Background: an optimization exercise with open tools, aiming at small area and a short achievable clock period. Do not read the settings as production practice. RTL that was checked went through simulation tests only; none was proved equivalent to the original. Function not checked in run 2: the RTL went through the layout flow alone. Power is estimated from default activity; no workload was simulated.

## design/flow/design.v

```verilog
module rtp_rx_check (
    input  wire        clk,
    input  wire        rst,
    input  wire        in_valid,
    input  wire [63:0] in_data,
    input  wire        in_last,
    input  wire [2:0]  in_nbytes,
    output wire        out_valid,
    output wire        out_hdr,
    output wire        out_ok,
    output wire [31:0] out_type,
    output wire [31:0] out_seq,
    output wire [31:0] out_len,
    output wire [31:0] out_csum,
    output wire [15:0] out_sum,
    output wire [10:0] out_plen,
    output wire [11:0] out_flen
);
    reg         first;
    reg         ph_b1;
    reg         ph_pl;
    reg         ph_past;
    reg         fin;         
    reg  [11:0] flen;        
    reg  [10:0] room;        
    reg         lim;         
    reg  [15:0] acc_s;       
    reg  [15:0] acc_c;
    reg  [31:0] f_type;
    reg  [31:0] f_seq;
    reg  [31:0] f_len;
    reg  [31:0] f_csum;
    wire        full     = ~in_last | (in_nbytes == 3'd0);
    wire [3:0]  nb       = full ? 4'd8 : {1'b0, in_nbytes};
    wire        room_all = |room[10:3];
    reg  [7:0]  keep;
    reg  [63:0] masked;
    integer     j;
    always @* begin
        for (j = 0; j < 8; j = j + 1) begin
            keep[j] = in_valid & (full | (in_nbytes > j)) &
                      (first | (ph_b1 & (j < 4)) | (ph_pl & (room_all | (room[2:0] > j))));
            masked[63 - 8*j -: 8] = keep[j] ? in_data[63 - 8*j -: 8] : 8'h00;
        end
    end
    function [31:0] csa;
        input [15:0] a, b, c;
        reg   [15:0] m;
        begin
            m   = (a & b) | (a & c) | (b & c);
            csa = {m[14:0], m[15], a ^ b ^ c};
        end
    endfunction
    wire [15:0] s_in = first ? 16'd0 : acc_s;
    wire [15:0] c_in = first ? 16'd0 : acc_c;
    wire [31:0] l1a  = csa(masked[63:48], masked[47:32], masked[31:16]);
    wire [31:0] l1b  = csa(masked[15:0], s_in, c_in);
    wire [31:0] l2   = csa(l1a[15:0], l1a[31:16], l1b[15:0]);
    wire [31:0] l3   = csa(l2[15:0], l2[31:16], l1b[31:16]);
    wire [10:0] len_sat  = (|in_data[63:43]) ? 11'h7FF : in_data[42:32];
    wire [10:0] room_dec = room_all ? room - 11'd8 : 11'd0;
    wire        pl_end   = (flen[10:3] == 8'hFF);     
    wire [11:0] base     = first ? 12'd0 : flen;
    wire [8:0]  base_inc = base[11:3] + 9'd1;
    always @(posedge clk) begin
        if (rst) begin
            first   <= 1'b1;
            ph_b1   <= 1'b0;
            ph_pl   <= 1'b0;
            ph_past <= 1'b0;
            fin     <= 1'b0;
        end else begin
            fin <= in_valid & in_last;
            if (in_valid) begin
                first   <= in_last;
                ph_b1   <= ~in_last & first;
                ph_pl   <= ~in_last & (ph_b1 | (ph_pl & ~pl_end));
                ph_past <= ~in_last & (ph_past | (ph_pl & pl_end));
            end
        end
        acc_s <= l3[15:0];
        acc_c <= l3[31:16];
        if (in_valid) begin
            if (!ph_past)
                flen <= full ? {base_inc, 3'b000} : {base[11:3], in_nbytes};
            if (first) begin
                f_type <= in_data[63:32];
                f_seq  <= in_data[31:0];
            end
            if (ph_b1) begin
                f_len  <= in_data[63:32];
                f_csum <= in_data[31:0];
                room   <= len_sat;
            end
            if (ph_pl)
                room   <= room_dec;
            lim <= ~ph_b1 && (room[10:4] == 7'd0) && (room[3:0] <= (ph_past ? 4'd0 : nb));
        end
    end
    wire [15:0] g0 = acc_s & acc_c;
    wire [15:0] p0 = acc_s ^ acc_c;
    reg  [15:0] gp, pp, gn, pn;
    integer     k, d;
    always @* begin
        gp = g0;
        pp = p0;
        for (d = 1; d < 16; d = d * 2) begin
            for (k = 0; k < 16; k = k + 1) begin
                gn[k] = gp[k] | (pp[k] & gp[(k + 16 - d) % 16]);
                pn[k] = pp[k] & pp[(k + 16 - d) % 16];
            end
            gp = gn;
            pp = pn;
        end
    end
    wire [15:0] sum = ~(p0 ^ {gp[14:0], gp[15]});
    wire [31:0] vu     = csa(acc_s, acc_c, f_csum[15:0]);
    wire        z_mod  = &(vu[15:0] ^ vu[31:16]);
    wire        z_sc   = ~|{acc_s, acc_c};
    wire        cs_lo1 = &f_csum[15:0];
    wire        hdr   = |flen[11:4];
    wire [11:0] avail = flen - 12'd16;
    assign out_valid = fin;
    assign out_hdr   = hdr;
    assign out_ok    = hdr & ~|f_csum[31:16] & z_mod & (z_sc | ~cs_lo1);
    assign out_type  = f_type;
    assign out_seq   = f_seq;
    assign out_len   = f_len;
    assign out_csum  = f_csum;
    assign out_sum   = sum;
    assign out_plen  = lim ? f_len[10:0] : avail[10:0];
    assign out_flen  = flen;
endmodule
```

## design/flow/flow/run.sh

```bash
#!/bin/bash
bash standard.sh finish BUFFER_PORTS_ARGS="-buffer_cell sky130_fd_sc_hd__buf_1" > standard.log 2>&1
```

## design/flow/standard.sh

```bash
#!/bin/bash
# synth_recipe.tcl (not shown) runs the flow's synth.tcl, then flattens the netlist and writes it again
# the make line also repeats each setting of config.mk as NAME=value (left out here)
make -C /OpenROAD-flow-scripts/flow DESIGN_CONFIG=/design/flow/config.mk WORK_HOME=/design/flow/orfs CLKGATE_MAP_FILE= SYNTH_SCRIPT=/design/flow/synth_recipe.tcl "${@:-finish}"
```

## design/flow/config.mk

```make
export PLATFORM = sky130hd
export DESIGN_NAME = rtp_rx_check
export DESIGN_NICKNAME = rtp_rx_check
export VERILOG_FILES = /design/flow/design.v
export SDC_FILE = /design/flow/constraint.sdc
export NUM_CORES = 4
export LEC_CHECK = 0
export CAP_MARGIN = 20
export CORE_MARGIN = 2
export CORE_UTILIZATION = 40
export CTS_BUF_LIST = sky130_fd_sc_hd__clkbuf_8
export CTS_CLUSTER_SIZE = 30
export PLACE_DENSITY = 0.6
export SETUP_SLACK_MARGIN = 2.9
export SLEW_MARGIN = 20
```

## design/flow/constraint.sdc

```tcl
create_clock -name core_clock -period 7.0 [get_ports {clk}]
set_input_delay 1.4000 -clock core_clock [delete_from_list [all_inputs] [get_ports {clk}]]
set_output_delay 1.4000 -clock core_clock [all_outputs]
set_load 0.01 [all_outputs]
```

==> results.env, run 1 <==
H-TREE-DEPTH=4
TIMING.CRITICAL_PATH.ARRIVAL_PS=2590
MIN_PERIOD_PS=3993
NETLIST.TOP_CELL.BY_AREA='edfxtp_1'
FIN_TNS_SETUP_PS=0
SYNTH_TOP_FAMILY_BY_AREA='adder cells'
FINAL_CELLS=1462
POST_SYNTH_MUX_AREA_SHARE_PCT=0.6348
DIEAREA_UM2=26920
TIMING_WORST_SLEW_PIN_VALUE_PS=878.6
ROUTED-VIA-COUNT=7569
STDCELL_AREA_UM2=11950
GRT_ANTENNA_BEFORE_REPAIR=0
BOUNDARYPINS=241
OVERALL_POWER_CONSUMPTION_mW=3.268
SETUP_VIOL_COUNT_FINAL=0
SLOWEST_STAGE='dfxtp_1'
MAX_CLOCK_FREQ_GHz=0.2504
CRIT_CHAIN='ha_1 > a21oi_1 > o21ai_0 > a221oi_1 > o21bai_1 > xnor2_1 > buf_1'
FINAL_MAX_SLEW_VIOL_COUNT=0
PERIOD_SHARE_PCT=57.04
SYNTH_TOP_CELLS_BY_AREA='edfxtp_1 45%, fa_1 16%, dfxtp_1 7.2%'
GRT_SETUP_UNREPAIRED='no'
INITIAL_CORE_UTIL_PCT=40.70
DPL-INSTANCE-AREA_UM2=11480
DIE-WIDTH_UM=164.1
GRT_START_MAX_NET_PINS=37
DRT_PASS1_ITERATIONS=5
SYNTH_XOR_AREA_SHARE_PCT=4.358
DP_HPWL_MM=22.33
SYNTH-SEQ-CELLS=189
IR_DROP_mV=0.1869
GR-USAGE-ALL-LAYERS_PCT=21.79
SYNTH_COMPOUND_AREA_SHARE_PCT=5.885
VIA_DENSITY_PER_INSTANCE=5.177
SYNTHESIS.YOSYS.WARNINGS=1
SYNTH-ADDER-AREA-SHARE_PCT=18.56
CTS.SINKS=189
SYNTHDOMINANTCELLAREASHARE_PCT=44.54
FINCLKSKEW_PS=17.22
POSTROUTEWIRELENGTH_MM=28.80
TIMING.MAX_CAP.VIOLATIONS=0
SYNTH_SEQ_AREA_SHARE_PCT=51.76
POWER.DENSITY_nW_PER_UM2=273.4
CRIT_PATH_START_KIND='flop'
OUTCOME='timing/DRC/antenna clean'
PLACE_CONGESTION=0.9056
SYN-NUM-NETS=1057
PORT_BUF_INSERTS=240
N_ANTENNA_CELL=0
DRC_ERRORS=0
END_KIND='output port'
FLOORPLAN.CORE_AREA_UM2=25180
CRITICAL_PATH_CLASS='flop to output port'
FRACTION_OF_LAYOUT_CELLS_WITH_A_SIZE_SUFFIX_ABOVE_1_PCT=7.332
SYN-MEAN-INSTANCE-AREA_UM2=11.62
GRT_OVERFLOW=0
MOST_FREQUENT_STANDARD_CELL_IN_THE_LAYOUT_EXCLUDING_FILL_AND_TAP_CELLS='buf_1'
CLK_LATENCY_PS=480
SYNTHESIS.INSTANCES=882
CRITPATHMAXSTAGEDELAY_PS=460
DPL.CELL_COUNT=1425
PLACEMENT_ROW_COUNT=58
SYNTH.DISTINCT_CELLS=49
TIMING.CRITICAL_PATH.REQUIRED_PS=5600
GRT_FIRST_PASS_WIRELENGTH_MM=43.42
WORST-PATH-MAX-FANOUT=7
FIRST_GLOBAL_VIAS=7463
SLEW_HEADROOM_PCT=41.07
CTS.HOLD.BUFFERS_ADDED=0
CHIPHEIGHT_UM=164.1
WORSTHOLDPATHTYPE='flop to flop'
CTS_INSERTED_BUFFERS=17
SYNTH_SIMPLE_GATE_AREA_SHARE_PCT=13.40
FINAL_CELL_MIX='239 x buf_1, 152 x edfxtp_1, 150 x nand2_1'
CELLLEAKAGEPOWER_nW=4.216
LAYOUT-AREA-OVERHEAD-VS-SYNTH_PCT=16.62
NETLIST_AREA_UM2=10250
CTS_TREE='yes'
DRT-INITIAL-DRC-COUNT=498
ANT_NETS=0
DETAIL_ROUTE.WL_PER_CELL_UM=19.70
HOLD_VIOL_FINAL=0
LAYOUT.NETS=1294
CTS_BUFFER_DEPTH=2
WORST_SETUP_HOLD_PATH_CLK_SLEW_PS=100
CTS.ROOT.BUFFER_CELL='clkbuf_8'
cell families (layout without fill, tap and decap cells):
kind of cell / after synthesis / after routing
muxes: 6 / 6
adders and majority gates: 104 / 104
xor gates and xnor gates: 51 / 51
AOI/OAI and AO/OA: 96 / 96
and+or+nand+nor: 296 / 296
DFF: 189 / 189
buffers and inverters: 140 / 390
report_power, final:
group,total [mW],internal (mW),switching [mW]
clock,0.650,0.245,0.405
combinational,1.17,0.431,0.734
sequential,1.45,1.32,0.127
total,3.27,2.00,1.27
cells in the mapped netlist, drive strengths merged:
library cell	count
dfxtp	37
fa	80
o31ai	3
xor2	19
and3	2
o21a	2
edfxtp	152
clkinv	1
inv	109
a31oi	2
nand2b	5
ha	24
nor2	44
mux2i	2
a221oi	7
nor3	12
o211ai	1
o21bai	6
and4	1
a211oi	5
mux2	4
nand4	27
o21ai	32
nor3b	1
buf	10
a311oi	2
nand4b	1
o22ai	8
xnor2	32
nand3	11
or3	4
nor2b	5
clkbuf	20
and2	10
nor4	20
nand2	151
or4	2
a21oi	28
worst paths after layout:
kind	start	end	slack, ps	cells past startpoint
setup / recovery	acc_c[11]	out_sum[8]	3010	7
hold / removal	ph_past	ph_past	550	1
setup reg to reg	room[3]	acc_s[3]	3330	10
hold reg to reg	ph_past	ph_past	550	1
what timing repair did:
action                     4_1_cts  5_1_grt
setup endpoints to repair        5       45
setup buffers                    0        4
hold endpoints to repair         0        0
resized for setup                3       30
pin swaps                        0        3
cell type report:
type / count / area (um^2)
Clock buffer: 17 / 234.0
Clock inverter: 15 / 107.6
Fill cell: 2376 / 13230
Inverter: 110 / 414.1
Multi-Input combinational cell: 553 / 4496
Sequential cell: 189 / 5313
Tap cell: 330 / 412.9
Timing Repair Buffer: 248 / 974.7
through the flow:
step / setup WS [ps] / util (%) / hold slack, ps
after global placement: 2423 / 45.57 / 503.4
after CTS: 2928 / 46.97 / 543.3
final: 3007 / 47.46 / 546.6
after global routing: 2847 / 47.46 / 574.2
after floorplan: 2902 / - / 474.1
after detailed placement: 2344 / 45.57 / 513.0
registers in the layout, summed over array words and instances (netlist names):
| name | flops |
|---|---|
| room | 11 |
| f_seq | 32 |
| fin | 1 |
| lim | 1 |
| f_type | 32 |
| acc_s | 16 |
| first | 1 |
| acc_c | 16 |
| f_csum | 32 |
| flen | 12 |
| ph_pl | 1 |
| ph_past | 1 |
| f_len | 32 |
| ph_b1 | 1 |
critical path, delay by kind of cell, from the launching register on:
kind	cells	cell delay [ps]
compound gates	4	950
buf+inv	1	170
xor+xnor	1	140
fa+ha+maj	1	370
flops	1	460
per-layer routing:
layer  GRT usage, %  routed length [um]
met3          3.460                1663
met2          37.26               14440
met5              0                   0
met4          6.061                 527
met1          28.81               12160
==> inputs of run 2 (changes only) <==
--- a/design/flow/design.v
+++ b/design/flow/design.v
@@ -47,6 +47,7 @@
         input [15:0] a, b, c;
-        reg   [15:0] m;
+        reg   [15:0] h, m;
         begin
-            m   = (a & b) | (a & c) | (b & c);
-            csa = {m[14:0], m[15], a ^ b ^ c};
+            h   = a ^ b;
+            m   = (a & b) | (c & h);
+            csa = {m[14:0], m[15], h ^ c};
         end
==> results.env, run 2 <==
OUTCOME='timing/DRC/antenna clean'
POWER.DENSITY_nW_PER_UM2=277.7
YS_ASYNC_RST_SHARE_PCT=0
TIMING.CRITICAL_PATH.ARRIVAL_PS=2660
PORT_BUF_INSERTS=240
DP_HPWL_MM=22.61
GR-USAGE-ALL-LAYERS_PCT=21.92
END_KIND='output port'
MAX_CLOCK_FREQ_GHz=0.2466
P_COMB_SHARE_PCT=35.2
FIRST_GLOBAL_VIAS=7306
PLACE_CONGESTION=0.9243
FINAL_CELL_MIX='237 x buf_1, 152 x edfxtp_1, 80 x fa_1'
CTS_TREE='yes'
SYNTH-SEQ-CELLS=189
GRT_ANTENNA_BEFORE_REPAIR=0
FLOORPLAN.CORE_AREA_UM2=25180
SWITCHING_PART_OF_THE_TOTAL_POWER_PCT=37.44
TIMING.CRITICAL_PATH.REQUIRED_PS=5600
FINAL_MAX_SLEW_VIOL_COUNT=0
CTS_INSERTED_BUFFERS=17
SYNTH-EDFF-COUNT=152
WORSTHOLDPATHTYPE='flop to flop'
SYN-NUM-NETS=1021
N_ANTENNA_CELL=0
LAYOUT.NETS=1258
SYN-MEAN-INSTANCE-AREA_UM2=12.09
SYNTH_TOP_FLOP_CELL='edfxtp_1'
FINCLKSKEW_PS=14.58
VIA_DENSITY_PER_INSTANCE=5.187
H-TREE-DEPTH=4
MIN_PERIOD_PS=4055
DIE-WIDTH_UM=163.9
SYNTHDOMINANTCELLAREASHARE_PCT=44.62
MOST_FREQUENT_STANDARD_CELL_IN_THE_LAYOUT_EXCLUDING_FILL_AND_TAP_CELLS='buf_1'
SYNTH_MOST_COMMON_CELL='edfxtp_1'
SLEW_HEADROOM_PCT=45.40
INITIAL_CORE_UTIL_PCT=40.62
FIN_TNS_SETUP_PS=0
FINISH.UTILIZATION_PCT=47.62
SWITCHINGPOWER_mW=1.247
YOSYS-TOP-CELLS-COUNT='152 x edfxtp_1, 80 x fa_1, 76 x inv_1, 75 x nand2_1, 66 x nor2_1'
SYNTHESIS.YOSYS.WARNINGS=1
IR_DROP_mV=0.1153
GRT_SETUP_UNREPAIRED='yes'
ROUTED-VIA-COUNT=7397
TIMING_WORST_SLEW_PIN_VALUE_PS=816.0
GRT_START_MAX_NET_PINS=51
CRIT_PATH_START_KIND='flop'
SETUP_VIOL_COUNT_FINAL=0
POSTROUTEWIRELENGTH_MM=29.01
PLACEMENT_ROW_COUNT=58
CTS_BUFFER_DEPTH=2
WORST-PATH-MAX-FANOUT=11
LAYOUT-AREA-OVERHEAD-VS-SYNTH_PCT=17.21
GRT_OVERFLOW=0
CTS.HOLD.BUFFERS_ADDED=0
GRT_FIRST_PASS_WIRELENGTH_MM=43.33
CTS.ROOT.BUFFER_CELL='clkbuf_8'
SYNTH_TOP_CELLS_BY_AREA='edfxtp_1 45%, fa_1 16%, dfxtp_1 7.2%'
HOLD_VIOL_FINAL=0
CRITICAL_PATH_CLASS='flop to output port'
CTS.SINKS=189
DRT_PASS1_ITERATIONS=5
NETLIST_AREA_UM2=10230
DRC_ERRORS=0
SYNTH.DISTINCT_CELLS=50
DETAIL_ROUTE.WL_PER_CELL_UM=20.35
ANT_NETS=0
FRACTION_OF_LAYOUT_CELLS_WITH_A_SIZE_SUFFIX_ABOVE_1_PCT=7.482
TIMING.MAX_CAP.VIOLATIONS=0
PERIOD_SHARE_PCT=57.93
SYNTHESIS.INSTANCES=846
DIEAREA_UM2=26870
SYNTH_SEQ_AREA_SHARE_PCT=51.86
WORST_SETUP_HOLD_PATH_CLK_SLEW_PS=100
NETLIST.TOP_CELL.BY_AREA='edfxtp_1'
SEQUENTIAL_POWER_SHARE_PCT=43.0
CLK_LATENCY_PS=460
DRT-INITIAL-DRC-COUNT=582
POWER_REPORT.INTERNAL_TOTAL_mW=2.083
CELLLEAKAGEPOWER_nW=4.301
NFILLCELLS=2343
CHIPHEIGHT_UM=163.9
P_CLK_SHARE_PCT=21.8
BOUNDARYPINS=241
==> run 2: cell families (layout without fill, tap and decap cells) <==
logic type      count (synthesis)  after routing  synth area share [%]
buf+inv                       105            355                 3.889
fa+ha+maj                     104            104                 18.59
xor+xnor                       51             51                 4.366
simple gates                  288            288                 14.15
compound gates                103            103                 6.495
flops                         189            189                 51.86
mux                             6              6                0.6482
==> run 2: cell type report <==
type | count | area [um^2] | share of cell area, %
inverter | 77 | 290.3 | 2.421
tap | 330 | 412.9 | 3.444
clock buffer | 17 | 234.0 | 1.951
clock inverter | 15 | 147.6 | 1.231
sequential | 189 | 5316 | 44.34
timing repair buffer | 246 | 949.7 | 7.920
multi-input combinational | 552 | 4639 | 38.69
==> run 2: power groups by stage <==
stage	clock [mW]	sequential (mW)	combinational [mW]
final	0.726	1.43	1.17
after global routing	0.784	1.44	1.31
after CTS	0.741	1.43	1.15
after detailed placement	0	1.45	1.14
after global placement	0	1.45	1.12
after floorplan	0	1.42	0.779
==> run 2: per-layer routing <==
| metal | vias to the layer above | share of wire, % | global-route usage, % |
|---|---|---|---|
| li1 | 3420 | - | - |
| met1 | 3653 | 45 | 31.39 |
| met2 | 296 | 46 | 33.73 |
| met3 | 28 | 7.4 | 4.924 |
| met4 | 0 | 1.8 | 5.981 |
| met5 | - | 0 | 0 |
==> run 2: through the flow <==
stage	instances	cell area, um^2	power, mW	hold slack, ps	setup WS (ps)
6_report	1426	11990	3.329	568.6	2945
5_1_grt	1426	11990	3.537	608.6	2821
4_1_cts	1422	11880	3.317	550.0	2903
3_5_place_dp	1390	11480	2.591	525.9	2258
3_3_place_gp	1390	11480	2.572	523.9	2338
2_1_floorplan	846	10270	2.203	469.3	2918
==> run 2: path summary, 6_finish.rpt <==
path         depth (start not counted)     start          to  slack, ps
max                                  7  acc_c[8]  out_sum[7]       2940
min reg2reg                          2     ph_b1       ph_b1        570
max reg2reg                          7     first    acc_s[1]       3140
min                                  2     ph_b1       ph_b1        570
==> run 2: critical path, stage by stage, from the launching register on <==
cell and delay, ps:
dfxtp_1 450, ha_2 400, a21oi_1 270, o21ai_0 210, a221o_1 370, a21o_1 190, xnor2_1 120, buf_1 180
==> run 2: timing repair <==
| action | 4_1_cts | 5_1_grt |
|---|---|---|
| pin swaps | 0 | 3 |
| setup endpoints to repair | 32 | 31 |
| buffers inserted | 0 | 4 |
| gates resized for setup | 4 | 33 |
==> inputs of run 3 (changes only) <==
--- a/design/flow/design.v
+++ b/design/flow/design.v
@@ -35,3 +35,3 @@
     wire        room_all = |room[10:3];
-    reg  [7:0]  keep;
+    reg  [7:0]  kb, lb;
     reg  [63:0] masked;
@@ -40,5 +40,5 @@
         for (j = 0; j < 8; j = j + 1) begin
-            keep[j] = in_valid & (full | (in_nbytes > j)) &
-                      (first | (ph_b1 & (j < 4)) | (ph_pl & (room_all | (room[2:0] > j))));
-            masked[63 - 8*j -: 8] = keep[j] ? in_data[63 - 8*j -: 8] : 8'h00;
+            kb[j] = in_valid & (first | (ph_b1 & (j < 4)) | (ph_pl & (room_all | (room[2:0] > j))));
+            lb[j] = ~in_last | (in_nbytes == 3'd0) | (in_nbytes > j);
+            masked[63 - 8*j -: 8] = in_data[63 - 8*j -: 8] & {8{kb[j]}} & {8{lb[j]}};
         end
--- a/design/flow/config.mk
+++ b/design/flow/config.mk
@@ -13,3 +13,3 @@
 export PLACE_DENSITY = 0.6
-export SETUP_SLACK_MARGIN = 2.9
+export SETUP_SLACK_MARGIN = 3.2
 export SLEW_MARGIN = 20
==> results.env, run 3 <==
ROUTED-VIA-COUNT=7608
CHIPHEIGHT_UM=164.3
SYNTHESIS.INSTANCES=853
DPL.CELL_COUNT=1403
TIMING_WORST_SLEW_PIN_VALUE_PS=924.3
DRC_ERRORS=0
REG2REG_FROM='room[6]'
GRT_START_MAX_NET_PINS=65
MIN-DELAY-START='ph_b1'
LAYOUT.NETS=1287
TIMING.MAX_CAP.VIOLATIONS=0
SYNTH_XOR_AREA_SHARE_PCT=4.092
END_KIND='output port'
HOLD_VIOL_FINAL=0
SETUP_WS_PS=3181
CRIT_CHAIN='inv_1 > fa_1 > xnor2_1 > nor4_1 > nand4_1 > nor3_2 > buf_2'
VIA_DENSITY_PER_INSTANCE=5.229
CTS.ROOT.BUFFER_CELL='clkbuf_8'
FIRST_GLOBAL_VIAS=7683
CELLLEAKAGEPOWER_nW=4.474
SYN-MEAN-INSTANCE-AREA_UM2=12.04
BOUNDARYPINS=241
DRT_PASS1_ITERATIONS=6
FINAL_MAX_SLEW_VIOL_COUNT=0
NETLIST_AREA_UM2=10270
OVERALL_POWER_CONSUMPTION_mW=3.563
FLOORPLAN.CORE_AREA_UM2=25180
FIN_TNS_SETUP_PS=0
CTS.SINKS=189
SYNTH_SEQ_AREA_SHARE_PCT=51.64
FRACTION_OF_LAYOUT_CELLS_WITH_A_SIZE_SUFFIX_ABOVE_1_PCT=16.71
GRT_ANTENNA_BEFORE_REPAIR=0
FINAL_CELL_MIX='230 x buf_1, 152 x edfxtp_1, 75 x nor2_1'
SYNTH_TOP_CELLS_BY_AREA='edfxtp_1 44%, fa_1 16%, dfxtp_1 7.2%'
GRT_OVERFLOW=0
TIMING.CRITICAL_PATH.REQUIRED_PS=5600
TIMING.CRITICAL_PATH.ARRIVAL_PS=2420
WORST-PATH-MAX-FANOUT=3
ANT_NETS=0
FINISH.UTILIZATION_PCT=50.20
CRIT_PATH_START_KIND='flop'
WORST-R2R-SETUP-SLACK_PS=3370
SYNTH_COMPOUND_AREA_SHARE_PCT=5.919
SYNTH-SEQ-CELLS=189
GR-USAGE-ALL-LAYERS_PCT=22.19
SYNTH_TOP_FLOP_CELL='edfxtp_1'
DETAIL_ROUTE.WL_PER_CELL_UM=20.46
CLK_LATENCY_PS=470
FINAL_CELLS=1455
LAYOUT-AREA-OVERHEAD-VS-SYNTH_PCT=23.05
GRT_SETUP_UNREPAIRED='yes'
SYNTH_TOP_FAMILY_BY_AREA='adder cells'
IR_DROP_mV=0.1716
POSTROUTEWIRELENGTH_MM=29.76
PLACE_CONGESTION=0.8898
SYNTHESIS.YOSYS.WARNINGS=1
CRITICAL_PATH_CLASS='flop to output port'
SYNTHDOMINANTCELLAREASHARE_PCT=44.43
PORT_BUF_INSERTS=240
YS_ASYNC_RST_SHARE_PCT=0
DP_HPWL_MM=22.60
POWER.DENSITY_nW_PER_UM2=281.9
OUTCOME='timing/DRC/antenna clean'
SYNTH-EDFF-COUNT=152
WORST_FLOP_TO_FLOP_PATH_ENDPOINT='acc_s[5]'
WORST_SETUP_HOLD_PATH_CLK_SLEW_PS=100
CTS_TREE='yes'
TIMING.HOLD.WORST_ENDPOINT='ph_b1'
CTS_BUFFER_DEPTH=2
DIEAREA_UM2=26980
SLOWEST_STAGE='fa_1'
SYNTH-ADDER-AREA-SHARE_PCT=18.51
NFILLCELLS=2222
SYNTH_SIMPLE_GATE_AREA_SHARE_PCT=15.55
NETLIST.TOP_CELL.BY_AREA='edfxtp_1'
SYNTH.DISTINCT_CELLS=54
DRT-INITIAL-DRC-COUNT=550
POST_SYNTH_MUX_AREA_SHARE_PCT=0.6333
DIE-WIDTH_UM=164.3
WORSTREGTOREGCELLS=8
PERIOD_SHARE_PCT=54.56
SLEW_HEADROOM_PCT=38.38
MIN_PERIOD_PS=3819
H-TREE-DEPTH=4
WORST_HOLD_PATH.NUM_CELLS=2
YOSYS-TOP-CELLS-COUNT='152 x edfxtp_1, 80 x fa_1, 77 x nor2_1, 72 x inv_1, 72 x nand2_1'
FINCLKSKEW_PS=14.13
SYNTH_MOST_COMMON_CELL='edfxtp_1'
CRITPATHMAXSTAGEDELAY_PS=510
WORSTHOLDPATHTYPE='flop to flop'
INITIAL_CORE_UTIL_PCT=40.80
PLACE_WS_PS=1749
SETUP_VIOL_COUNT_FINAL=0
PLACEMENT_ROW_COUNT=58
MAX_CLOCK_FREQ_GHz=0.2618
CTS_INSERTED_BUFFERS=17
GRT_FIRST_PASS_WIRELENGTH_MM=44.45
SYN-NUM-NETS=1028
N_ANTENNA_CELL=0
MOST_FREQUENT_STANDARD_CELL_IN_THE_LAYOUT_EXCLUDING_FILL_AND_TAP_CELLS='buf_1'
[run 3: layout make-up]
type	instances	area, um^2	area share (%)
flip-flops and latches	189	5351	42.33
multi-input cells	569	5104	40.37
repair buffers	263	1101	8.709
well taps	330	412.9	3.266
inverters	72	277.8	2.197
clock buffers	17	234.0	1.851
clock inverters	15	161.4	1.277
[run 3: cells by family (layout without fill, tap and decap cells)]
kind of cell / count (synthesis) / in the layout
buffers and inverters: 95 / 367
AOI/OAI and AO/OA: 99 / 99
DFF: 189 / 189
muxes: 6 / 6
and+or+nand+nor: 312 / 312
xor gates and xnor gates: 48 / 48
adders and majority gates: 104 / 104
[run 3: critical path, delay by kind of cell (launching register included)]
family	cells	cell delay (ps)
AND/OR/NAND/NOR	3	640
adder cells (fa/ha/maj)	1	510
flip-flops	1	390
buffers and inverters	2	250
XOR/XNOR	1	160
[run 3: what timing repair did]
item,4_1_cts,5_1_grt
pin swaps,11,15
endpoints found under the hold margin,0,0
hold buffers,0,0
buffers inserted,8,12
endpoints found under the setup margin,49,42
resized for setup,83,71
[run 3: per-stage QoR]
stage                     hold slack, ps  cell area, um^2
after floorplan                    480.5            10340
after global placement             520.5            11550
after detailed placement           518.2            11550
after CTS                          548.3            12240
after global routing               585.2            12640
final                              574.6            12640
[run 3: where the power goes]
| part | leakage [nW] | switching, mW | total [mW] | internal, mW |
|---|---|---|---|---|
| clock network | 0.198 | 0.428 | 0.753 | 0.325 |
| logic | 2.55 | 0.794 | 1.34 | 0.550 |
| registers | 1.73 | 0.128 | 1.47 | 1.34 |
[run 3: worst max path at each step]
| stage | from | depth (start not counted) | to | slack [ps] |
|---|---|---|---|---|
| global route | f_csum[3] | 7 | out_ok | 3040 |
| detailed placement | in_nbytes[2] | 8 | acc_s[4] | 1750 |
| finish | f_csum[3] | 7 | out_ok | 3180 |
| floorplan | in_valid | 9 | acc_s[14] | 2430 |
| global placement | in_nbytes[0] | 8 | acc_s[2] | 1820 |
| CTS | f_csum[14] | 8 | out_ok | 3120 |
[run 3: routing by layer]
metal	vias up	part of all wire, %	global-route usage, %
met2	301	48	35.91
met5	-	0	0
met1	3797	43	30.22
li1	3468	-	-
met4	0	2.1	6.100
met3	42	6.7	4.899
==> inputs of run 4 (changes only) <==
--- a/design/flow/config.mk
+++ b/design/flow/config.mk
@@ -13,3 +13,3 @@
 export PLACE_DENSITY = 0.6
-export SETUP_SLACK_MARGIN = 3.2
+export SETUP_SLACK_MARGIN = 2.6
 export SLEW_MARGIN = 20
==> results.env, run 4 <==
WORSTHOLDPATHTYPE='flop to flop'
PLACEMENT_ROW_COUNT=58
SYN-NUM-NETS=1028
SETUP_VIOL_COUNT_FINAL=0
LAYOUT.NETS=1267
MIN_PERIOD_PS=4273
SYNTH.DISTINCT_CELLS=54
TIMING.CRITICAL_PATH.REQUIRED_PS=7340
CTS_POST_SETUP_BUFFERS_INSERTED=0
GRT_SETUP_UNREPAIRED='yes'
NFILLCELLS=2323
NETLIST.TOP_CELL.BY_AREA='edfxtp_1'
GR-USAGE-ALL-LAYERS_PCT=21.55
POWER.DENSITY_nW_PER_UM2=269.6
VIA_DENSITY_PER_INSTANCE=5.190
INITIAL_CORE_UTIL_PCT=40.80
SLEW_HEADROOM_PCT=38.47
CTS_INSERTED_BUFFERS=17
CRIT_PATH_START_KIND='primary input'
DRT-INITIAL-DRC-COUNT=526
CELLLEAKAGEPOWER_nW=4.269
TIMING_WORST_SLEW_PIN_VALUE_PS=922.9
GRT_ANTENNA_BEFORE_REPAIR=0
CHIPHEIGHT_UM=164.3
TIMING.MAX_CAP.VIOLATIONS=0
CTS.ROOT.BUFFER_CELL='clkbuf_8'
DIE-WIDTH_UM=164.3
DRT_PASS1_ITERATIONS=5
TIMING.CRITICAL_PATH.ARRIVAL_PS=4610
PLACE_CONGESTION=0.9460
MOST_FREQUENT_STANDARD_CELL_IN_THE_LAYOUT_EXCLUDING_FILL_AND_TAP_CELLS='buf_1'
CTS_TREE='yes'
FIRST_GLOBAL_VIAS=7443
WORST-PATH-MAX-FANOUT=11
FINCLKSKEW_PS=13.61
SYNTH_TOP_CELLS_BY_AREA='edfxtp_1 44%, fa_1 16%, dfxtp_1 7.2%'
PORT_BUF_INSERTS=240
N_ANTENNA_CELL=0
CTS.HOLD.BUFFERS_ADDED=0
SYNTH_SEQ_AREA_SHARE_PCT=51.64
P_COMB_SHARE_PCT=35.4
LAYOUT-AREA-OVERHEAD-VS-SYNTH_PCT=15.74
SYNTH_TOP_FLOP_CELL='edfxtp_1'
CTS_BUFFER_DEPTH=2
SYNTHESIS.INSTANCES=853
CRITICAL_PATH_CLASS='primary input to flop'
GRT_FIRST_PASS_WIRELENGTH_MM=42.89
DETAIL_ROUTE.WL_PER_CELL_UM=19.89
WORST-R2R-SETUP-SLACK_PS=3180
H-TREE-DEPTH=4
SEQUENTIAL_POWER_SHARE_PCT=44.3
SYNTH-SEQ-CELLS=189
SWITCHINGPOWER_mW=1.215
SYNTH-EDFF-COUNT=152
END_KIND='flop'
WORST_SETUP_HOLD_PATH_CLK_SLEW_PS=100
POWER_REPORT.INTERNAL_TOTAL_mW=1.990
HOLD_VIOL_FINAL=0
YS_ASYNC_RST_SHARE_PCT=0
DPL.CELL_COUNT=1403
ROUTED-VIA-COUNT=7447
DIEAREA_UM2=26980
SYNTHESIS.YOSYS.WARNINGS=1
MAX_CLOCK_FREQ_GHz=0.2340
SYN-MEAN-INSTANCE-AREA_UM2=12.04
IR_DROP_mV=0.1415
DRC_ERRORS=0
OUTCOME='timing/DRC/antenna clean'
GRT_START_MAX_NET_PINS=65
FRACTION_OF_LAYOUT_CELLS_WITH_A_SIZE_SUFFIX_ABOVE_1_PCT=4.887
DP_HPWL_MM=22.62
SYNTHDOMINANTCELLAREASHARE_PCT=44.43
FIN_TNS_SETUP_PS=0
POSTROUTEWIRELENGTH_MM=28.54
BOUNDARYPINS=241
YOSYS-TOP-CELLS-COUNT='152 x edfxtp_1, 80 x fa_1, 77 x nor2_1, 72 x inv_1, 72 x nand2_1'
SWITCHING_PART_OF_THE_TOTAL_POWER_PCT=37.91
FINAL_MAX_SLEW_VIOL_COUNT=0
FLOORPLAN.CORE_AREA_UM2=25180
FINISH.UTILIZATION_PCT=47.22
PERIOD_SHARE_PCT=61.04
GRT_OVERFLOW=0
SYNTH_MOST_COMMON_CELL='edfxtp_1'
FINAL_CELLS=1435
P_CLK_SHARE_PCT=20.2
ANT_NETS=0
NETLIST_AREA_UM2=10270
CLK_LATENCY_PS=460
CTS.SINKS=189
FINAL_CELL_MIX='240 x buf_1, 152 x edfxtp_1, 80 x fa_1'
run 4: cell type report:
type	instances	area (um^2)	area share (%)
Clock buffer	17	234.0	1.968
Clock inverter	15	100.1	0.8418
Inverter	72	277.8	2.336
Multi-Input combinational cell	569	4637	39.00
Sequential cell	189	5305	44.62
Tap cell	330	412.9	3.473
Timing Repair Buffer	243	923.4	7.766
run 4: power by group through the flow:
stage / logic [mW] / clock network, mW / registers, mW
2_1_floorplan: 0.782 / 0 / 1.42
3_3_place_gp: 1.12 / 0 / 1.44
3_5_place_dp: 1.13 / 0 / 1.44
4_1_cts: 1.14 / 0.667 / 1.42
5_1_grt: 1.28 / 0.701 / 1.43
6_report: 1.14 / 0.648 / 1.42
run 4: repair_timing:
item,CTS,global route
endpoints found under the setup margin,18,1
gates resized for setup,2,1
gates cloned,0,0
run 4: worst max-delay path: stages:
cell      delay, ps
buf_1           380
o31ai_4         260
a31o_2          300
nor2b_1         140
a22oi_2         450
nand2b_4        240
fa_1            450
fa_1            520
inv_1            50
fa_1            420
run 4: per-stage QoR:
stage | power (mW) | setup WS (ps) | hold WS [ps] | instance area [um^2]
floorplan | 2.201 | 2435 | 480.5 | 10320
global placement | 2.557 | 1823 | 516.4 | 11530
detailed placement | 2.572 | 1737 | 529.4 | 11530
CTS | 3.222 | 2771 | 553.5 | 11880
global route | 3.409 | 2600 | 606.2 | 11890
finish | 3.206 | 2727 | 566.0 | 11890
run 4: metal layers:
layer / track usage (%) / vias to the layer above / routed length [um]
met2: 35.03 / 293 / 13700
met5: 0 / - / 0
met4: 5.582 / 0 / 392
met3: 4.899 / 24 / 1987
li1: - / 3446 / -
met1: 29.25 / 3684 / 12460
run 4: kinds of logic after synthesis:
family	synth area share, %
and+or+nand+nor	15.55
DFF	51.64
adders and majority gates	18.51
AOI/OAI and AO/OA	5.919
buffers and inverters	3.654
xor gates and xnor gates	4.092
muxes	0.6333
run 4: path summary, 6_finish.rpt:
| path | start | end | cells after the start |
|---|---|---|---|
| max | in_last | acc_s[15] | 10 |
| min | ph_past | ph_past | 1 |
| max reg2reg | ph_pl | acc_s[7] | 7 |
| min reg2reg | ph_past | ph_past | 1 |
==> inputs of run 5 (changes only) <==
--- a/design/flow/config.mk
+++ b/design/flow/config.mk
@@ -9,7 +9,7 @@
 export CORE_MARGIN = 2
-export CORE_UTILIZATION = 40
+export CORE_UTILIZATION = 60
 export CTS_BUF_LIST = sky130_fd_sc_hd__clkbuf_8
 export CTS_CLUSTER_SIZE = 30
-export PLACE_DENSITY = 0.6
-export SETUP_SLACK_MARGIN = 2.6
+export PLACE_DENSITY = 0.75
+export SETUP_SLACK_MARGIN = 2.9
 export SLEW_MARGIN = 20
==> results.env, run 5 <==
FINCLKSKEW_PS=11.96
PLACE_CONGESTION=0.9593
TIMING_WORST_SLEW_PIN_VALUE_PS=887.4
SYNTH-EDFF-COUNT=152
DRT_PASS1_ITERATIONS=5
SYNTH-ADDER-AREA-SHARE_PCT=18.51
POWER_REPORT.INTERNAL_TOTAL_mW=2.013
CTS_TREE='yes'
ROUTED-VIA-COUNT=7576
CTS_BUFFER_DEPTH=2
DRC_ERRORS=0
SYNTHDOMINANTCELLAREASHARE_PCT=44.43
GRT_START_MAX_NET_PINS=65
SYNTH_COMPOUND_AREA_SHARE_PCT=5.919
STDCELL_AREA_UM2=11850
TIMING.MAX_CAP.VIOLATIONS=0
SYNTH_XOR_AREA_SHARE_PCT=4.092
FLOORPLAN.CORE_AREA_UM2=16640
PLACEMENT_ROW_COUNT=47
MIN_PERIOD_PS=4059
SYNTH_TOP_FAMILY_BY_AREA='adder cells'
SYNTH_SIMPLE_GATE_AREA_SHARE_PCT=15.55
LAYOUT.NETS=1270
CRITICAL_PATH_CLASS='flop to output port'
POST_SYNTH_MUX_AREA_SHARE_PCT=0.6333
FINAL_CELL_MIX='238 x buf_1, 152 x edfxtp_1, 75 x nor2_1'
GRT_ANTENNA_BEFORE_REPAIR=0
OUTCOME='timing/DRC/antenna clean'
YOSYS-TOP-CELLS-COUNT='152 x edfxtp_1, 80 x fa_1, 77 x nor2_1, 72 x inv_1, 72 x nand2_1'
FIN_TNS_SETUP_PS=0
NFILLCELLS=1232
H-TREE-DEPTH=4
SYNTH.DISTINCT_CELLS=54
FINAL_MAX_SLEW_VIOL_COUNT=0
CHIPHEIGHT_UM=134.9
SYNTH_TOP_FLOP_CELL='edfxtp_1'
VIA_DENSITY_PER_INSTANCE=5.705
GRT_OVERFLOW=0
YS_ASYNC_RST_SHARE_PCT=0
SYNTH_TOP_CELLS_BY_AREA='edfxtp_1 44%, fa_1 16%, dfxtp_1 7.2%'
SYNTHESIS.YOSYS.WARNINGS=1
DPL-INSTANCE-AREA_UM2=11410
HOLD_VIOL_FINAL=0
CRIT_PATH_START_KIND='flop'
CTS_INSERTED_BUFFERS=17
N_ANTENNA_CELL=0
GRT_FIRST_PASS_WIRELENGTH_MM=41.46
DRT-INITIAL-DRC-COUNT=619
MOST_FREQUENT_STANDARD_CELL_IN_THE_LAYOUT_EXCLUDING_FILL_AND_TAP_CELLS='buf_1'
TIMING.CRITICAL_PATH.ARRIVAL_PS=2660
DP_HPWL_MM=21.07
GR-USAGE-ALL-LAYERS_PCT=30.60
DIE-WIDTH_UM=134.9
ANT_NETS=0
SETUP_VIOL_COUNT_FINAL=0
CTS.SINKS=189
DIEAREA_UM2=18190
PERIOD_SHARE_PCT=57.99
FIRST_GLOBAL_VIAS=7616
POSTROUTEWIRELENGTH_MM=26.74
P_COMB_SHARE_PCT=35.3
SYN-NUM-NETS=1028
SEQUENTIAL_POWER_SHARE_PCT=43.8
MAX_CLOCK_FREQ_GHz=0.2463
BOUNDARYPINS=241
FRACTION_OF_LAYOUT_CELLS_WITH_A_SIZE_SUFFIX_ABOVE_1_PCT=6.769
LAYOUT-AREA-OVERHEAD-VS-SYNTH_PCT=15.32
POWER.DENSITY_nW_PER_UM2=272.9
INITIAL_CORE_UTIL_PCT=61.73
CTS.ROOT.BUFFER_CELL='clkbuf_8'
SWITCHING_PART_OF_THE_TOTAL_POWER_PCT=37.75
NETLIST.TOP_CELL.BY_AREA='edfxtp_1'
WORST_SETUP_HOLD_PATH_CLK_SLEW_PS=100
SYNTH_SEQ_AREA_SHARE_PCT=51.64
SLEW_HEADROOM_PCT=40.84
SYNTHESIS.INSTANCES=853
IR_DROP_mV=0.2080
TIMING.CRITICAL_PATH.REQUIRED_PS=5600
SWITCHINGPOWER_mW=1.221
NETLIST_AREA_UM2=10270
P_CLK_SHARE_PCT=20.8
DETAIL_ROUTE.WL_PER_CELL_UM=20.13
SYNTH_MOST_COMMON_CELL='edfxtp_1'
GRT_SETUP_UNREPAIRED='yes'
SYN-MEAN-INSTANCE-AREA_UM2=12.04
WORSTHOLDPATHTYPE='flop to flop'
PORT_BUF_INSERTS=240
CELLLEAKAGEPOWER_nW=4.299
WORST-PATH-MAX-FANOUT=10
SYNTH-SEQ-CELLS=189
CLK_LATENCY_PS=470
END_KIND='output port'
==> run 5: cell counts after synthesis <==
No cell type changed its count.
==> run 5: layout make-up <==
class	count	area [um^2]	area share, %
Sequential cell	189	5305	44.78
Tap cell	220	275.3	2.323
Clock buffer	17	234.0	1.975
Timing Repair Buffer	246	948.4	8.005
Clock inverter	15	133.9	1.130
Inverter	72	277.8	2.344
Multi-Input combinational cell	569	4673	39.44
==> run 5: final timing paths <==
kind                 to  cells after the start       from  slack [ps]
min reg2reg       ph_b1                      2      ph_b1         560
max          out_sum[4]                      7  acc_c[15]        2940
max reg2reg    acc_s[7]                      7      ph_pl        3340
min               ph_b1                      2      ph_b1         560
==> run 5: what timing repair did <==
action / CTS / global route
setup endpoints to repair: 33 / 18
gates resized for setup: 6 / 6
pin swaps: 1 / 1
hold buffers: 0 / 0
setup buffers: 1 / 2
==> run 5: critical path: stages, from the launching register on <==
cell and delay [ps]:
dfxtp_1 450, ha_2 390, a21oi_1 240, o21ai_1 200
a221o_1 380, a31o_2 230, xnor2_1 140, buf_1 170
==> run 5: power by group through the flow <==
stage | Sequential [mW] | Combinational, mW | Clock, mW
4_1_cts | 1.41 | 1.13 | 0.685
3_3_place_gp | 1.44 | 1.10 | 0
3_5_place_dp | 1.44 | 1.12 | 0
6_report | 1.42 | 1.14 | 0.673
2_1_floorplan | 1.42 | 0.784 | 0
5_1_grt | 1.43 | 1.28 | 0.719
==> run 5: stage by stage <==
stage / hold slack [ps] / total power [mW] / worst slack [ps] / std cells / util, %
floorplan: 480.5 / 2.204 / 2435 / 853 / -
global placement: 505.1 / 2.534 / 1926 / 1293 / 68.57
detailed placement: 517.7 / 2.560 / 1809 / 1293 / 68.57
CTS: 546.4 / 3.230 / 2926 / 1326 / 70.97
global route: 587.2 / 3.427 / 2827 / 1328 / 71.19
finish: 563.1 / 3.233 / 2941 / 1328 / 71.19
==> run 5: cells by family (layout without fill, tap and decap cells) <==
kind of cell             count (synthesis)  after routing
buffers and inverters                   95            350
AO/OA/AOI/OAI                           99             99
adder cells (fa/ha/maj)                104            104
XOR/XNOR                                48             48
multiplexers                             6              6
AND/OR/NAND/NOR                        312            312
flip-flops                             189            189
==> run 5: routing by layer <==
metal | wire length, um | track usage [%] | share of wire (%) | vias to the layer above
li1 | - | - | - | 3453
met1 | 10970 | 42.29 | 41 | 3658
met2 | 12520 | 48.14 | 47 | 418
met3 | 2725 | 8.634 | 10 | 47
met4 | 522 | 8.772 | 2.0 | 0
met5 | 0 | 0 | 0 | -
==> inputs of run 6 (changes only) <==
--- a/design/flow/config.mk
+++ b/design/flow/config.mk
@@ -9,7 +9,8 @@
 export CORE_MARGIN = 2
-export CORE_UTILIZATION = 60
+export CORE_UTILIZATION = 40
 export CTS_BUF_LIST = sky130_fd_sc_hd__clkbuf_8
 export CTS_CLUSTER_SIZE = 30
-export PLACE_DENSITY = 0.75
-export SETUP_SLACK_MARGIN = 2.9
+export PLACE_DENSITY = 0.6
+export SETUP_SLACK_MARGIN = 3.0
 export SLEW_MARGIN = 20
+export TNS_END_PERCENT = 20
==> results.env, run 6 <==
BOUNDARYPINS=241
H-TREE-DEPTH=4
ANT_NETS=0
SYNTH_MOST_COMMON_CELL='edfxtp_1'
SYNTH_TOP_FAMILY_BY_AREA='adder cells'
YS_ASYNC_RST_SHARE_PCT=0
DIE-WIDTH_UM=164.3
TIMING.MAX_CAP.VIOLATIONS=0
CRITPATHBUFINV=1
POSTROUTEWIRELENGTH_MM=28.60
CRITICAL_PATH_CLASS='flop to output port'
SYNTHESIS.YOSYS.WARNINGS=1
POST_SYNTH_MUX_AREA_SHARE_PCT=0.6333
SYNTHESIS.INSTANCES=853
CTS_TREE='yes'
MIN_PERIOD_PS=3913
SLEW_HEADROOM_PCT=37.55
N_ANTENNA_CELL=0
CLK_LATENCY_PS=460
CRIT_FAMILY='compound AO/OA/AOI/OAI gates'
ROUTED-VIA-COUNT=7430
SYNTH_COMPOUND_AREA_SHARE_PCT=5.919
FIN_TNS_SETUP_PS=0
MOST_FREQUENT_STANDARD_CELL_IN_THE_LAYOUT_EXCLUDING_FILL_AND_TAP_CELLS='buf_1'
GRT_START_MAX_NET_PINS=65
GRT_ANTENNA_BEFORE_REPAIR=0
PLACEMENT_ROW_COUNT=58
FLOORPLAN.CORE_AREA_UM2=25180
WORSTHOLDPATHTYPE='flop to flop'
DIEAREA_UM2=26980
GRT_OVERFLOW=0
PORT_BUF_INSERTS=240
FINAL_MAX_SLEW_VIOL_COUNT=0
LAYOUT-AREA-OVERHEAD-VS-SYNTH_PCT=18.71
WORST-PATH-MAX-FANOUT=6
SYNTH_TOP_FLOP_CELL='edfxtp_1'
LAYOUT.NETS=1277
HOLD_VIOL_FINAL=0
SYNTH.DISTINCT_CELLS=54
SETUP_WS_PS=3087
SYNTH_XOR_AREA_SHARE_PCT=4.092
SLOWEST_STAGE='ha_1'
CTS.ROOT.BUFFER_CELL='clkbuf_8'
FRACTION_OF_LAYOUT_CELLS_WITH_A_SIZE_SUFFIX_ABOVE_1_PCT=10.95
TIMING.CRITICAL_PATH.REQUIRED_PS=5600
SYN-NUM-NETS=1028
IR_DROP_mV=0.1243
SYN-MEAN-INSTANCE-AREA_UM2=12.04
PLACE_WS_PS=1741
SYNTH_SEQ_AREA_SHARE_PCT=51.64
DETAIL_ROUTE.WL_PER_CELL_UM=19.80
SYNTH-EDFF-COUNT=152
GR-USAGE-ALL-LAYERS_PCT=21.48
HOLD-WORST-SLACK_PS=573.4
YOSYS-TOP-CELLS-COUNT='152 x edfxtp_1, 80 x fa_1, 77 x nor2_1, 72 x inv_1, 72 x nand2_1'
TIMING_WORST_SLEW_PIN_VALUE_PS=936.7
FINISH.UTILIZATION_PCT=48.43
DRC_ERRORS=0
SYNTH_SIMPLE_GATE_AREA_SHARE_PCT=15.55
GRT_FIRST_PASS_WIRELENGTH_MM=43.06
VIA_DENSITY_PER_INSTANCE=5.145
CTS.HOLD.BUFFERS_ADDED=0
NFILLCELLS=2326
SYNTH_TOP_CELLS_BY_AREA='edfxtp_1 44%, fa_1 16%, dfxtp_1 7.2%'
FINCLKSKEW_PS=14.31
DRT_PASS1_ITERATIONS=5
DPL.CELL_COUNT=1403
SETUP_VIOL_COUNT_FINAL=0
POWER.DENSITY_nW_PER_UM2=272.8
TIMING.CRITICAL_PATH.ARRIVAL_PS=2510
FIRST_GLOBAL_VIAS=7438
INITIAL_CORE_UTIL_PCT=40.80
FINAL_CELL_MIX='237 x buf_1, 152 x edfxtp_1, 75 x nor2_1'
CRIT_CHAIN='ha_1 > a21oi_1 > o21ai_1 > a221oi_2 > o21bai_1 > xnor2_1 > buf_1'
CTS.SINKS=189
DP_HPWL_MM=22.60
PLACE_CONGESTION=0.8928
DRT-INITIAL-DRC-COUNT=519
MAX_CLOCK_FREQ_GHz=0.2555
WORST_SETUP_HOLD_PATH_CLK_SLEW_PS=90
GRT_SETUP_UNREPAIRED='yes'
OUTCOME='timing/DRC/antenna clean'
CRIT_PATH_START_KIND='flop'
PERIOD_SHARE_PCT=55.90
CTS_INSERTED_BUFFERS=17
CELLLEAKAGEPOWER_nW=4.348
END_KIND='output port'
CRITPATHMAXSTAGEDELAY_PS=430
CTS_BUFFER_DEPTH=2
SYNTH-ADDER-AREA-SHARE_PCT=18.51
FINAL_CELLS=1444
SYNTH-SEQ-CELLS=189
CHIPHEIGHT_UM=164.3
NETLIST_AREA_UM2=10270
SYNTHDOMINANTCELLAREASHARE_PCT=44.43
NETLIST.TOP_CELL.BY_AREA='edfxtp_1'
[run 6: cell counts after synthesis]
Identical to the previous run, type by type.
[run 6: stage by stage]
stage               power [mW]  instance area (um^2)
floorplan                2.204                 10340
global placement         2.563                 11550
detailed placement       2.583                 11550
CTS                      3.279                 11980
global route             3.550                 12200
finish                   3.327                 12200
[run 6: final timing paths]
path	from	endpoint	slack, ps	cells past startpoint
setup / recovery	acc_s[12]	out_sum[7]	3090	7
hold / removal	ph_b1	ph_b1	570	2
setup reg to reg	first	acc_s[0]	3330	7
hold reg to reg	ph_b1	ph_b1	570	2
[run 6: cell families after synthesis]
group,after synthesis
AOI/OAI and AO/OA,99
xor gates and xnor gates,48
adders and majority gates,104
buffers and inverters,95
DFF,189
muxes,6
and+or+nand+nor,312
[run 6: worst min-delay path: stages (launching register included)]
cell and delay [ps]:
dfxtp_1 390, nand2_1 90, a21oi_1 50
[run 6: timing repair]
action,in CTS,in global routing
setup buffers,2,8
gates resized for setup,11,56
setup endpoints to repair,38,41
pin swaps,2,11
[run 6: cell type report]
type,instances,area (um^2),area share (%)
clock inverters,14,121.4,0.9952
inverters,72,277.8,2.278
flip-flops and latches,189,5329,43.70
well taps,330,412.9,3.386
clock buffers,17,234.0,1.919
multi-input cells,569,4806,39.41
repair buffers,253,1015,8.321
[run 6: report_power, final]
group / leakage, nW / total (mW) / switching (mW) / internal, mW
clock: 0.184 / 0.689 / 0.407 / 0.282
sequential: 1.72 / 1.43 / 0.103 / 1.33
combinational: 2.44 / 1.21 / 0.742 / 0.463
total: 4.35 / 3.33 / 1.25 / 2.07
[run 6: per-layer routing]
layer / GRT usage, % / wire length (um)
met1: 29.60 / 12410
met2: 34.67 / 13780
met3: 5.000 / 2093
met4: 4.825 / 304
met5: 0 / 0
==> inputs of run 7 (changes only) <==
--- a/design/flow/config.mk
+++ b/design/flow/config.mk
@@ -11,3 +11,4 @@
 export CTS_BUF_LIST = sky130_fd_sc_hd__clkbuf_8
-export CTS_CLUSTER_SIZE = 30
+export CTS_CLUSTER_DIAMETER = 100
+export CTS_CLUSTER_SIZE = 50
 export PLACE_DENSITY = 0.6
@@ -15,2 +16 @@
 export SLEW_MARGIN = 20
-export TNS_END_PERCENT = 20
==> results.env, run 7 <==
TIMING.CRITICAL_PATH.ARRIVAL_PS=2510
END_KIND='output port'
DRC_ERRORS=0
STDCELL_AREA_UM2=12250
SETUP_VIOL_COUNT_FINAL=0
HOLD_VIOL_FINAL=0
CRITPATHBUFINV=1
MOST_FREQUENT_STANDARD_CELL_IN_THE_LAYOUT_EXCLUDING_FILL_AND_TAP_CELLS='buf_1'
CTS_BUFFER_DEPTH=2
CTS.HOLD.BUFFERS_ADDED=0
SLOWEST_STAGE='dfxtp_1'
SYNTH_TOP_CELLS_BY_AREA='edfxtp_1 44%, fa_1 16%, dfxtp_1 7.2%'
SYNTH.DISTINCT_CELLS=54
PLACE_CONGESTION=0.9114
SYNTH-SEQ-CELLS=189
GRT_SETUP_UNREPAIRED='yes'
SYNTH_MOST_COMMON_CELL='edfxtp_1'
ROUTE.MET3.WL_MM=2.148
WORSTHOLDPATHTYPE='flop to flop'
OVERALL_POWER_CONSUMPTION_mW=3.393
IR_DROP_mV=0.1921
DP_HPWL_MM=22.63
DRT_PASS1_ITERATIONS=6
CELLLEAKAGEPOWER_nW=4.364
DIE-WIDTH_UM=164.3
HOLD-WORST-SLACK_PS=552.4
NETLIST.TOP_CELL.BY_AREA='edfxtp_1'
VIA_DENSITY_PER_INSTANCE=5.176
FRACTION_OF_LAYOUT_CELLS_WITH_A_SIZE_SUFFIX_ABOVE_1_PCT=11.66
MAX_CLOCK_FREQ_GHz=0.2559
SYNTHESIS.YOSYS.WARNINGS=1
GRT_FIRST_PASS_WIRELENGTH_MM=43.99
WORST-R2R-SETUP-SLACK_PS=3440
GRT_ANTENNA_BEFORE_REPAIR=0
TOP_METAL_USED='met4'
N_ANTENNA_CELL=0
REG2REG_FROM='ph_pl'
SETUP_WS_PS=3093
FINCLKSKEW_PS=15.45
FINAL_MAX_SLEW_VIOL_COUNT=0
CLK_LATENCY_PS=470
WORST-PATH-MAX-FANOUT=6
TIMING.MAX_CAP.VIOLATIONS=0
SYNTH-EDFF-COUNT=152
ROUTED-VIA-COUNT=7479
CTS_TREE='yes'
CRIT_PATH_START_KIND='flop'
SYNTH_SEQ_AREA_SHARE_PCT=51.64
CP.DEPTH=7
MET2_WIRELENGTH_MM=13.89
DETAIL_ROUTE.WL_PER_CELL_UM=20.10
WORST_FLOP_TO_FLOP_PATH_ENDPOINT='acc_s[7]'
PLACEMENT_ROW_COUNT=58
TIMING.CRITICAL_PATH.REQUIRED_PS=5600
CRIT_CHAIN='ha_1 > a21oi_1 > o21ai_0 > a221oi_2 > o31ai_1 > xnor2_1 > buf_1'
SYN-MEAN-INSTANCE-AREA_UM2=12.04
POSTROUTEWIRELENGTH_MM=29.05
GRT_START_MAX_NET_PINS=65
YS_ASYNC_RST_SHARE_PCT=0
PORT_BUF_INSERTS=240
SYNTH_TOP_FLOP_CELL='edfxtp_1'
H-TREE-DEPTH=4
PERIOD_SHARE_PCT=55.82
CTS.ROOT.BUFFER_CELL='clkbuf_8'
OUTCOME='timing/DRC/antenna clean'
DETAIL_ROUTE.WIRELENGTH.MET1_MM=12.61
CRITICAL_PATH_CLASS='flop to output port'
CRIT_FAMILY='compound AO/OA/AOI/OAI gates'
CRIT_START='acc_c[8]'
FIN_TNS_SETUP_PS=0
WORST_SETUP_HOLD_PATH_CLK_SLEW_PS=100
DPL-INSTANCE-AREA_UM2=11550
BOUNDARYPINS=241
SLEW_HEADROOM_PCT=27.95
CTS_INSERTED_BUFFERS=17
CRITPATHCAPTURE='out_sum[3]'
ANT_NETS=0
TIMING_WORST_SLEW_PIN_VALUE_PS=1077
YOSYS-TOP-CELLS-COUNT='152 x edfxtp_1, 80 x fa_1, 77 x nor2_1, 72 x inv_1, 72 x nand2_1'
LAYOUT-AREA-OVERHEAD-VS-SYNTH_PCT=19.27
GR-USAGE-ALL-LAYERS_PCT=21.97
SYN-NUM-NETS=1028
POWER.DENSITY_nW_PER_UM2=276.9
PLACE_WS_PS=1806
CTS.SINKS=189
WORSTREGTOREGCELLS=7
DRT-INITIAL-DRC-COUNT=633
LAYOUT.NETS=1279
NETLIST_AREA_UM2=10270
CHIPHEIGHT_UM=164.3
SYNTHDOMINANTCELLAREASHARE_PCT=44.43
CRITPATHMAXSTAGEDELAY_PS=450
MIN_PERIOD_PS=3907
INITIAL_CORE_UTIL_PCT=40.80
DIEAREA_UM2=26980
FINAL_CELL_MIX='236 x buf_1, 152 x edfxtp_1, 76 x nor2_1'
FLOORPLAN.CORE_AREA_UM2=25180
SYNTHESIS.INSTANCES=853
GRT_OVERFLOW=0
FIRST_GLOBAL_VIAS=7509
## run 7: cell counts after synthesis
No cell type changed its count.
## run 7: worst min path at each step
stage          startpoint  cells after the start  slack (ps)       to
5_1_grt           ph_past                      1         590  ph_past
6_report          ph_past                      1         550  ph_past
3_5_place_dp      ph_past                      1         520  ph_past
4_1_cts           ph_past                      1         550  ph_past
3_3_place_gp      ph_past                      1         520  ph_past
2_1_floorplan     ph_past                      1         480  ph_past
## run 7: final cells by class
type	instances	area [um^2]
clock buffers	17	234.0
clock inverters	13	142.6
fillers	2295	12930
inverters	72	277.8
multi-input cells	569	4833
flip-flops and latches	189	5334
well taps	330	412.9
repair buffers	255	1018
## run 7: kinds of logic after synthesis
group                    count (synthesis)  share of synthesized area [%]
multiplexers                             6                         0.6333
buffers and inverters                   95                          3.654
AO/OA/AOI/OAI                           99                          5.919
XOR/XNOR                                48                          4.092
adder cells (fa/ha/maj)                104                          18.51
flip-flops                             189                          51.64
AND/OR/NAND/NOR                        312                          15.55
## run 7: routing by layer
layer	vias to the layer above	global-route usage, %
met3	27	4.747
met4	0	5.383
met5	-	0
li1	3460	-
met2	289	34.99
met1	3703	30.75
## run 7: through the flow
| step | util [%] | instances |
|---|---|---|
| floorplan | - | 853 |
| global placement | 45.87 | 1403 |
| detailed placement | 45.87 | 1403 |
| CTS | 47.65 | 1434 |
| global route | 48.66 | 1445 |
| finish | 48.66 | 1445 |
## run 7: timing repair
item	4_1_cts	5_1_grt
endpoints found under the hold margin	0	0
pin swaps	1	14
endpoints found under the setup margin	37	36
gates resized for setup	19	60
setup buffers	1	11
## run 7: power breakdown
| part | switching [mW] | internal (mW) | leakage (nW) |
|---|---|---|---|
| Sequential | 0.105 | 1.33 | 1.72 |
| Combinational | 0.751 | 0.477 | 2.45 |
| Clock | 0.413 | 0.318 | 0.195 |
==> inputs of run 8 (changes only) <==
--- a/design/flow/config.mk
+++ b/design/flow/config.mk
@@ -11,6 +11,5 @@
 export CTS_BUF_LIST = sky130_fd_sc_hd__clkbuf_8
-export CTS_CLUSTER_DIAMETER = 100
-export CTS_CLUSTER_SIZE = 50
+export CTS_CLUSTER_SIZE = 30
 export PLACE_DENSITY = 0.6
-export SETUP_SLACK_MARGIN = 3.0
+export SETUP_SLACK_MARGIN = 2.9
 export SLEW_MARGIN = 20
==> results.env, run 8 <==
SYN-NUM-NETS=1028
PORT_BUF_INSERTS=240
MET2_WIRELENGTH_MM=13.69
CRITICAL_PATH_CLASS='flop to output port'
HOLD-WORST-SLACK_PS=584.4
GRT_OVERFLOW=0
SYNTH_SEQ_AREA_SHARE_PCT=51.64
SETUP_VIOL_COUNT_FINAL=0
FIRST_GLOBAL_VIAS=7433
NETLIST_AREA_UM2=10270
FIN_TNS_SETUP_PS=0
CTS.ROOT.BUFFER_CELL='clkbuf_8'
SYNTH_TOP_CELLS_BY_AREA='edfxtp_1 44%, fa_1 16%, dfxtp_1 7.2%'
FRACTION_OF_LAYOUT_CELLS_WITH_A_SIZE_SUFFIX_ABOVE_1_PCT=7.401
SYNTHDOMINANTCELLAREASHARE_PCT=44.43
WORSTHOLDPATHTYPE='flop to flop'
YOSYS-TOP-CELLS-COUNT='152 x edfxtp_1, 80 x fa_1, 77 x nor2_1, 72 x inv_1, 72 x nand2_1'
HOLD_VIOL_FINAL=0
DPL-INSTANCE-AREA_UM2=11550
FINCLKSKEW_PS=15.48
WORST_SETUP_HOLD_PATH_CLK_SLEW_PS=90
FLOORPLAN.CORE_AREA_UM2=25180
DRT_PASS1_ITERATIONS=5
TIMING.CRITICAL_PATH.ARRIVAL_PS=2580
TIMING_WORST_SLEW_PIN_VALUE_PS=927.1
IR_DROP_mV=0.1223
CHIPHEIGHT_UM=164.3
SYNTH-EDFF-COUNT=152
CTS_INSERTED_BUFFERS=17
SLOWEST_STAGE='ha_1'
SYNTHESIS.YOSYS.WARNINGS=1
GRT_START_MAX_NET_PINS=65
DIEAREA_UM2=26980
VIA_DENSITY_PER_INSTANCE=5.155
N_ANTENNA_CELL=0
STDCELL_AREA_UM2=12040
CLK_LATENCY_PS=460
YS_ASYNC_RST_SHARE_PCT=0
DRT-INITIAL-DRC-COUNT=553
SLEW_HEADROOM_PCT=38.19
MOST_FREQUENT_STANDARD_CELL_IN_THE_LAYOUT_EXCLUDING_FILL_AND_TAP_CELLS='buf_1'
DPL.CELL_COUNT=1403
TIMING.CRITICAL_PATH.REQUIRED_PS=5600
GRT_FIRST_PASS_WIRELENGTH_MM=43.04
DETAIL_ROUTE.WIRELENGTH.MET1_MM=12.36
END_KIND='output port'
LAYOUT-AREA-OVERHEAD-VS-SYNTH_PCT=17.23
GRT_ANTENNA_BEFORE_REPAIR=0
CRIT_FAMILY='compound AO/OA/AOI/OAI gates'
CRIT_CHAIN='ha_1 > nand2_1 > o21ai_1 > a221o_1 > a21oi_1 > xor2_1 > buf_1'
ROUTED-VIA-COUNT=7413
SYNTH-SEQ-CELLS=189
FINAL_CELL_MIX='238 x buf_1, 152 x edfxtp_1, 75 x nor2_1'
ANT_NETS=0
FINISH.UTILIZATION_PCT=47.83
SYNTH_TOP_FLOP_CELL='edfxtp_1'
CRITPATHBUFINV=1
BOUNDARYPINS=241
INITIAL_CORE_UTIL_PCT=40.80
TOP_METAL_USED='met4'
SYN-MEAN-INSTANCE-AREA_UM2=12.04
ROUTE.MET3.WL_MM=2.197
DP_HPWL_MM=22.60
PLACE_WS_PS=1741
GR-USAGE-ALL-LAYERS_PCT=21.47
OVERALL_POWER_CONSUMPTION_mW=3.278
PLACEMENT_ROW_COUNT=58
WORST-R2R-SETUP-SLACK_PS=3300
LAYOUT.NETS=1271
MAX_CLOCK_FREQ_GHz=0.2513
MIN_PERIOD_PS=3980
SYNTH.DISTINCT_CELLS=54
H-TREE-DEPTH=4
FINAL_MAX_SLEW_VIOL_COUNT=0
CRIT_PATH_START_KIND='flop'
PERIOD_SHARE_PCT=56.86
DRC_ERRORS=0
CTS.SINKS=189
OUTCOME='timing/DRC/antenna clean'
CTS.HOLD.BUFFERS_ADDED=0
CTS_BUFFER_DEPTH=2
SYNTHESIS.INSTANCES=853
WORST-PATH-MAX-FANOUT=6
CTS_TREE='yes'
CELLLEAKAGEPOWER_nW=4.311
SYNTH_MOST_COMMON_CELL='edfxtp_1'
POWER.DENSITY_nW_PER_UM2=272.2
SETUP_WS_PS=3020
PLACE_CONGESTION=0.8928
POSTROUTEWIRELENGTH_MM=28.57
CRITPATHMAXSTAGEDELAY_PS=430
DETAIL_ROUTE.WL_PER_CELL_UM=19.87
DIE-WIDTH_UM=164.3
NETLIST.TOP_CELL.BY_AREA='edfxtp_1'
GRT_SETUP_UNREPAIRED='yes'
TIMING.MAX_CAP.VIOLATIONS=0
FINAL_CELLS=1438
[run 8: cell types whose count changed in the layout (fill, tap and decap cells not counted), moves of 3 or more]
| cell | change |
|---|---|
| a21oi_4 | -3 |
| dfxtp_2 | -15 |
| ha_2 | -8 |
| dfxtp_1 | +17 |
| ha_1 | +10 |
| o21ai_0 | +3 |
| buf_4 | -9 |
| a21oi_1 | +3 |
| clkinv_1 | +3 |
| o21ai_2 | -3 |
[run 8: area by class of cell]
cell class,instances,area [um^2]
clock buffers,17,234.0
repair buffers,247,968.4
well taps,330,412.9
inverters,72,277.8
clock inverters,14,121.4
flip-flops and latches,189,5308
fillers,2329,13140
multi-input cells,569,4722
[run 8: worst reg2reg max path, stage by stage, from the launching register on]
cell and delay [ps]:
dfxtp_1 570, buf_4 410, inv_1 380, a211oi_4 540, and2_1 230, fa_1 450
fa_1 520, fa_1 490
[run 8: final timing paths]
path                            startpoint    endpoint  depth (start not counted)
worst max-delay path             acc_s[14]  out_sum[8]                          7
worst min-delay path                 ph_b1       ph_b1                          2
worst max register to register       first    acc_s[0]                          7
worst min register to register       ph_b1       ph_b1                          2
[run 8: cell families (layout without fill, tap and decap cells)]
group / count (synthesis) / after routing / share of synthesized area [%]
flops: 189 / 189 / 51.64
xor+xnor: 48 / 48 / 4.092
buf+inv: 95 / 350 / 3.654
simple gates: 312 / 312 / 15.55
compound gates: 99 / 99 / 5.919
mux: 6 / 6 / 0.6333
fa+ha+maj: 104 / 104 / 18.51
[run 8: where the power goes]
| group | switching (mW) | leakage, nW | internal (mW) | total (mW) |
|---|---|---|---|---|
| combinational | 0.727 | 2.41 | 0.440 | 1.17 |
| sequential | 0.0997 | 1.72 | 1.32 | 1.42 |
| clock | 0.407 | 0.184 | 0.282 | 0.689 |
[run 8: metal layers]
layer	vias up	GRT usage (%)
li1	3437	-
met1	3666	29.57
met2	285	34.67
met3	25	5.000
met4	0	4.825
met5	-	0
[run 8: timing repair]
| item | in CTS | in global routing |
|---|---|---|
| setup endpoints to repair | 31 | 41 |
| setup buffers | 1 | 3 |
| gates cloned | 0 | 0 |
| pin swaps | 1 | 1 |
| gates resized for setup | 8 | 19 |

-- afterwards: timing with drivers on the ports --
No port has a modelled driver above. Below, the same layouts with a new extraction and two added sets of constraints.
Step 1, drivers: a clkbuf_16 drives clk and a buf_2 each remaining input, both assumed.
Step 2 also shifts input and output timing later by t, the mid clock arrival at the registers, as if the neighbouring blocks saw the same clock.
a / b / c = ideal / step 1 / step 2; a / b = the first two.
run | t, ns | setup WS [ns] | worst data-port slew with drivers (ns)
run 1 | 0.520 | 3.007 / 2.960 / 2.511 | 0.05
run 2 | 0.502 | 2.945 / 2.903 / 2.552 | 0.07
run 3 | 0.515 | 3.181 / 3.137 / 2.764 | 0.04
run 4 | 0.506 | 2.727 / 2.743 / 2.237 | 0.05
run 5 | 0.501 | 2.941 / 2.902 / 2.577 | 0.06
run 6 | 0.499 | 3.087 / 3.045 / 2.647 | 0.05
run 7 | 0.508 | 3.093 / 3.052 / 2.674 | 0.04
run 8 | 0.499 | 3.020 / 2.977 / 2.586 | 0.04
After both steps setup and hold are still met in every run listed. The setup slack of run 1, which loses most, moves by -0.047 ns with the drivers and by -0.496 ns with both steps.
